Background: an optimization exercise with open tools, aiming at small area, a short achievable clock period and few clock cycles per item. Do not read the settings as production practice. At most, simulation tests tie the RTL to the original design; equivalence was not proved. Power and IR drop assume default switching activity.

## fjord
==> flow/design.v (excerpt) <==
module spi_i2c_ctrl #(
    parameter [23:0] CORE_CLOCK_HZ = 24'd16000000    
) (
    input             clk,
    input             rst,
    input             cmd_valid,
    input      [31:0] cmd,
    output            cmd_ready,
    output reg        rsp_valid,
    output      [7:0] result_code,
    output reg  [7:0] result_value,
    output     [15:0] ci,
    output            faulted,
    output      [1:0] fault_cause,
    output     [31:0] fault_cmd,
    output            wait_spi,
    output            wait_twi,
    output            wait_settle,
    output reg        cs_drive,
    output reg        cs_level,
    output reg        evt_pindir,
    output reg  [7:0] spcr,
    output      [7:0] spsr,
    output reg  [7:0] spdr_tx,
    output reg  [7:0] spdr_rx,
    output      [7:0] twcr,
    output      [7:0] twsr,
    output reg  [7:0] twbr,
    output      [7:0] twar,
    output reg  [7:0] twdr,
    output reg        spi_pending,
    output      [1:0] twi_pending,
    input             spi_step,
    input       [7:0] spi_step_byte,
    input             twi_step,
    input       [4:0] twi_step_status,
    input       [7:0] twi_step_byte,
    input             twi_settle,
    input       [4:0] twi_settle_status
);
Size: roughly 1,000 cells after synthesis, ~160 flip-flops, roughly 210 I/O pins, ~0.0088 sq mm of cells after synthesis.
clock: 8.0 ns
lec_check: 0
cap_margin: 20
core_margin: 2
core_utilization: 40
cts_buf_list: sky130_fd_sc_hd__clkbuf_8
setup_slack_margin: 4.2
slew_margin: 20
standard.sh (not shown) runs the stock make flow with config.mk's settings and CLKGATE_MAP_FILE= SYNTH_SCRIPT=/design/flow/synth_recipe.tcl, a recipe that flattens the netlist after the stock synthesis.
==> flow/flow/run.sh <==
#!/bin/bash
set -euo pipefail
export BUFFER_PORTS_ARGS="-buffer_cell sky130_fd_sc_hd__buf_1"
bash standard.sh > standard.log 2>&1
Looking at the reports, fjord completed the entire flow and the layout it produced met the timing, DRC and antenna checks.
#### Input delta (cedar over fjord)
-- flow/design.v --
<<< fjord, line 175
    reg  [2:0] fin_code;
    reg  [7:0] fin_val;
    wire [7:0] spdr_rx_n = spi_step ? spi_step_byte : spdr_rx;
    wire [4:0] tws_n     = twi_settle ? twi_settle_status :
                           twi_step   ? twi_step_status   : tws;
    reg        f_ill, f_seq;   
    reg        go_spi, go_twi, go_set, go_div, div_start;
>>> cedar, line 175
    reg  [2:0] fin_code;
    reg  [7:0] fin_val;
    reg        f_ill, f_seq;   
    reg        go_spi, go_twi, go_set, go_div, div_start;
<<< fjord, line 210
                            else if (!div_ok)
                                fin_code = E_SPEED;
                            else if (fb[7:2] != 6'd0)
                                fin_code = E_INV_MODE;
                            else begin
>>> cedar, line 207
                            else if (!div_ok)
                                fin_code = E_SPEED;
                            else if (fb > 8'd3)
                                fin_code = E_INV_MODE;
                            else begin
<<< fjord, line 227
                                spi_rd = 1'b1;
                                fin = 1'b1;
                                if (!op[0]) fin_val = spdr_rx_n;
                            end else begin
                                go_spi = 1'b1;
>>> cedar, line 224
                                spi_rd = 1'b1;
                                fin = 1'b1;
                                if (!op[0]) fin_val = spdr_rx;
                            end else begin
                                go_spi = 1'b1;
<<< fjord, line 250
                        OP_I2C_STATUS: begin
                            fin = 1'b1;
                            fin_val = {tws_n, 3'b000};
                        end
                        default: begin
>>> cedar, line 247
                        OP_I2C_STATUS: begin
                            fin = 1'b1;
                            fin_val = {tws, 3'b000};
                        end
                        default: begin
<<< fjord, line 307
                spi_rd = 1'b1;
                fin = 1'b1;
                if (!cmd_r[0]) fin_val = spdr_rx_n;
            end else begin
                go_spi = 1'b1;
>>> cedar, line 304
                spi_rd = 1'b1;
                fin = 1'b1;
                if (!cmd_r[0]) fin_val = spi_step_byte;
            end else begin
                go_spi = 1'b1;
<<< fjord, line 315
                fin = 1'b1;
                if (r_read) fin_val = twi_step_byte;
                else        fin_val = {tws_n, 3'b000};
            end else begin
                go_twi = 1'b1;
>>> cedar, line 312
                fin = 1'b1;
                if (r_read) fin_val = twi_step_byte;
                else        fin_val = {twi_step_status, 3'b000};
            end else begin
                go_twi = 1'b1;
<<< fjord, line 374
                result_value <= fin_val;
            end
            spdr_rx <= spdr_rx_n;
            tws     <= tws_n;
            if (spi_step) begin
                spif        <= 1'b1;
                spi_pending <= 1'b0;
            end
            if (twi_step) begin
                if (twi_pending == TP_BYTE)
                    twdr <= twi_step_byte;
>>> cedar, line 371
                result_value <= fin_val;
            end
            if (spi_step) begin
                spdr_rx     <= spi_step_byte;
                spif        <= 1'b1;
                spi_pending <= 1'b0;
            end
            if (twi_step) begin
                tws <= twi_step_status;
                if (twi_pending == TP_BYTE)
                    twdr <= twi_step_byte;
<<< fjord, line 387
            if (twi_settle) begin
                twsto <= 1'b0;
            end
            if (wr_cfg) begin
>>> cedar, line 384
            if (twi_settle) begin
                twsto <= 1'b0;
                tws   <= twi_settle_status;
            end
            if (wr_cfg) begin
==> comparison <==
- cedar ends up with a met2 global-route usage that is 1.4 points lower than in fjord.
- cedar vs fjord: wire length per cell after detailed routing up in cedar
- cedar against fjord: sequential area share after synthesis went down by 0.80 points; final worst-path cycle share went up by 0.26 points.
- When the final numbers for cedar and fjord were put side by side, the buffer count from post-CTS setup fixing turned out to be greater in fjord.
- The final reports for cedar and fjord show share of power burned in registers higher in the former.
- On cedar: worst setup slack is 21 ps lower than what fjord gave.
- cedar completed; timing, DRC and antenna clean
- ~same xor/xnor share of the synthesized area in cedar and fjord
Testbench counts of cedar, summed over its fixed seeds: cycles 8,192, commands 3,200.
Only the layout flow was run in fjord; the RTL was not checked for function there.

* * *

RTL: one of the versions met above, not the one the previous note started from.
Size: ~1,000 cells after synthesis, about 160 flip-flops, about 210 I/O pins, ~0.0090 sq mm of cells after synthesis.
export LEC_CHECK = 0
export CAP_MARGIN = 20
export CORE_MARGIN = 2
export CORE_UTILIZATION = 40
export CTS_BUF_LIST = sky130_fd_sc_hd__clkbuf_8
export SETUP_SLACK_MARGIN = 4.3
export SLEW_MARGIN = 20
create_clock -name core_clock -period 8.0 [get_ports {clk}]
Scripts as last shown in full above: flow/flow/run.sh
Testbench counts at the start, summed over its fixed seeds: cycles 8,192, commands 3,200.
==> next run, changes <==
--- a/flow/design.v
+++ b/flow/design.v
@@ -170,14 +170,17 @@
     wire [19:0] dv_rem  = dv_ge ? dv_diff[19:0] : dv_t[19:0];
     wire        dv_last = quo[8];
     wire [8:0]  dv_q    = {quo[7:0], dv_ge};
     wire [7:0]  br_val  = dv_q[7:0] - 8'd8;
     reg        fin;           
     reg  [2:0] fin_code;
     reg  [7:0] fin_val;
+    wire [7:0] spdr_rx_n = spi_step ? spi_step_byte : spdr_rx;
+    wire [4:0] tws_n     = twi_settle ? twi_settle_status :
+                           twi_step   ? twi_step_status   : tws;
     reg        f_ill, f_seq;   
     reg        go_spi, go_twi, go_set, go_div, div_start;
     reg        body;          
     reg  [2:0] body_op;       
     reg        wr_cfg, wr_cs, wr_twar, wr_spdr, spi_rd, init_done, bus_idle;
     always @(*) begin
         fin = 1'b0; fin_code = E_OK; fin_val = 8'h00;
@@ -202,15 +205,15 @@
                         end
                         OP_SPI_CONFIGURE: begin
                             fin = 1'b1;
                             if (!cmd[28])
                                 fin_code = E_NULL_CFG;
                             else if (!div_ok)
                                 fin_code = E_SPEED;
-                            else if (fb > 8'd3)
+                            else if (fb[7:2] != 6'd0)
                                 fin_code = E_INV_MODE;
                             else begin
                                 wr_cfg  = 1'b1;
                                 fin_val = cfg_pattern;
                             end
                         end
                         OP_SPI_SELECT, OP_SPI_DESELECT: begin
@@ -219,15 +222,15 @@
                             else            wr_cs = 1'b1;
                         end
                         OP_SPI_TRANSFER, OP_SPI_SEND: begin
                             wr_spdr = 1'b1;
                             if (spif) begin
                                 spi_rd = 1'b1;
                                 fin = 1'b1;
-                                if (!op[0]) fin_val = spdr_rx;
+                                if (!op[0]) fin_val = spdr_rx_n;
                             end else begin
                                 go_spi = 1'b1;
                             end
                         end
                         OP_I2C_INIT: begin
                             if (!hz_ok) begin
                                 fin = 1'b1;
@@ -242,15 +245,15 @@
                         end
                         OP_I2C_OWNADDR: begin
                             fin = 1'b1;
                             wr_twar = 1'b1;
                         end
                         OP_I2C_STATUS: begin
                             fin = 1'b1;
-                            fin_val = {tws, 3'b000};
+                            fin_val = {tws_n, 3'b000};
                         end
                         default: begin
                             if (op == OP_I2C_ADDRESS && addr_bad) begin
                                 fin = 1'b1;
                                 fin_code = E_BAD_ADDR;
                             end else if (op == OP_I2C_ADDRESS && dir_bad) begin
                                 fin = 1'b1;
@@ -299,23 +302,23 @@
             end else begin
                 go_set = 1'b1;
             end
         end else if (w_spi) begin
             if (spi_step) begin
                 spi_rd = 1'b1;
                 fin = 1'b1;
-                if (!cmd_r[0]) fin_val = spi_step_byte;
+                if (!cmd_r[0]) fin_val = spdr_rx_n;
             end else begin
                 go_spi = 1'b1;
             end
         end else if (w_twi) begin
             if (twi_step) begin
                 fin = 1'b1;
                 if (r_read) fin_val = twi_step_byte;
-                else        fin_val = {twi_step_status, 3'b000};
+                else        fin_val = {tws_n, 3'b000};
             end else begin
                 go_twi = 1'b1;
             end
         end
     end
     always @(posedge clk) begin
         if (idle)
@@ -366,28 +369,27 @@
             rsp_valid  <= fin;
             ci_r       <= ci;
             evt_pindir <= wr_cfg & cmd[24];
             if (fin) begin
                 rcode        <= fin_code;
                 result_value <= fin_val;
             end
+            spdr_rx <= spdr_rx_n;
+            tws     <= tws_n;
             if (spi_step) begin
-                spdr_rx     <= spi_step_byte;
                 spif        <= 1'b1;
                 spi_pending <= 1'b0;
             end
             if (twi_step) begin
-                tws <= twi_step_status;
                 if (twi_pending == TP_BYTE)
                     twdr <= twi_step_byte;
                 twint       <= 1'b1;
             end
             if (twi_settle) begin
                 twsto <= 1'b0;
-                tws   <= twi_settle_status;
             end
             if (wr_cfg) begin
                 spcr  <= cfg_pattern;
                 spi2x <= cmd[25];
             end
             if (wr_cs) begin
                 cs_drive <= 1'b1;
=> Global-route usage went up by 0.40 points; sequential cell count stays the same; design area went up by 1.2%; worst setup slack is worse by 0.023 ns; total power went up by 2.6%; via count went down by 1.5%; synthesized cell count went down by 0.99%; combinational power went down by about 2%; clock power went up by 9.3%.
No functional check of the RTL was part of the second run of this note.

## static timing again, ports no longer ideal
The flow's constraints put no driver on any port. The routed layouts listed below were extracted and timed again, unchanged, in two steps.
Step 1 (the two cells are an assumption about what drives the block):
set clk [get_ports {clk}]
set_driving_cell -lib_cell sky130_fd_sc_hd__clkbuf_16 $clk
set_driving_cell -lib_cell sky130_fd_sc_hd__buf_2 [delete_from_list [all_inputs] $clk]
Step 2 times the ports against the registers' clock, not the clock port: input delays grow and output delays shrink by t, the midpoint of the rising clock arrivals with the driver on.
a / b / c = ideal / step 1 / step 2; a / b = the first two.
run | t, ns | setup WS [ns] | latest minus earliest clock arrival (ns) | pins driven straight from the clock port
fjord | 0.508 | 4.287 / 4.251 / 3.801 | 0.015 / 0.016 | 1
cedar | 0.510 | 4.266 / 4.286 / 3.777 | 0.013 / 0.013 | 1
the first run of note 2 | 0.502 | 4.362 / 4.359 / 3.882 | 0.014 / 0.015 | 1
the second run of note 2 | 0.501 | 4.339 / 4.317 / 3.855 | 0.019 / 0.020 | 1
After both steps every run listed still meets setup and hold. For cedar, which loses most, drivers alone change the setup slack by +0.020 ns; drivers and shift together by -0.489 ns.
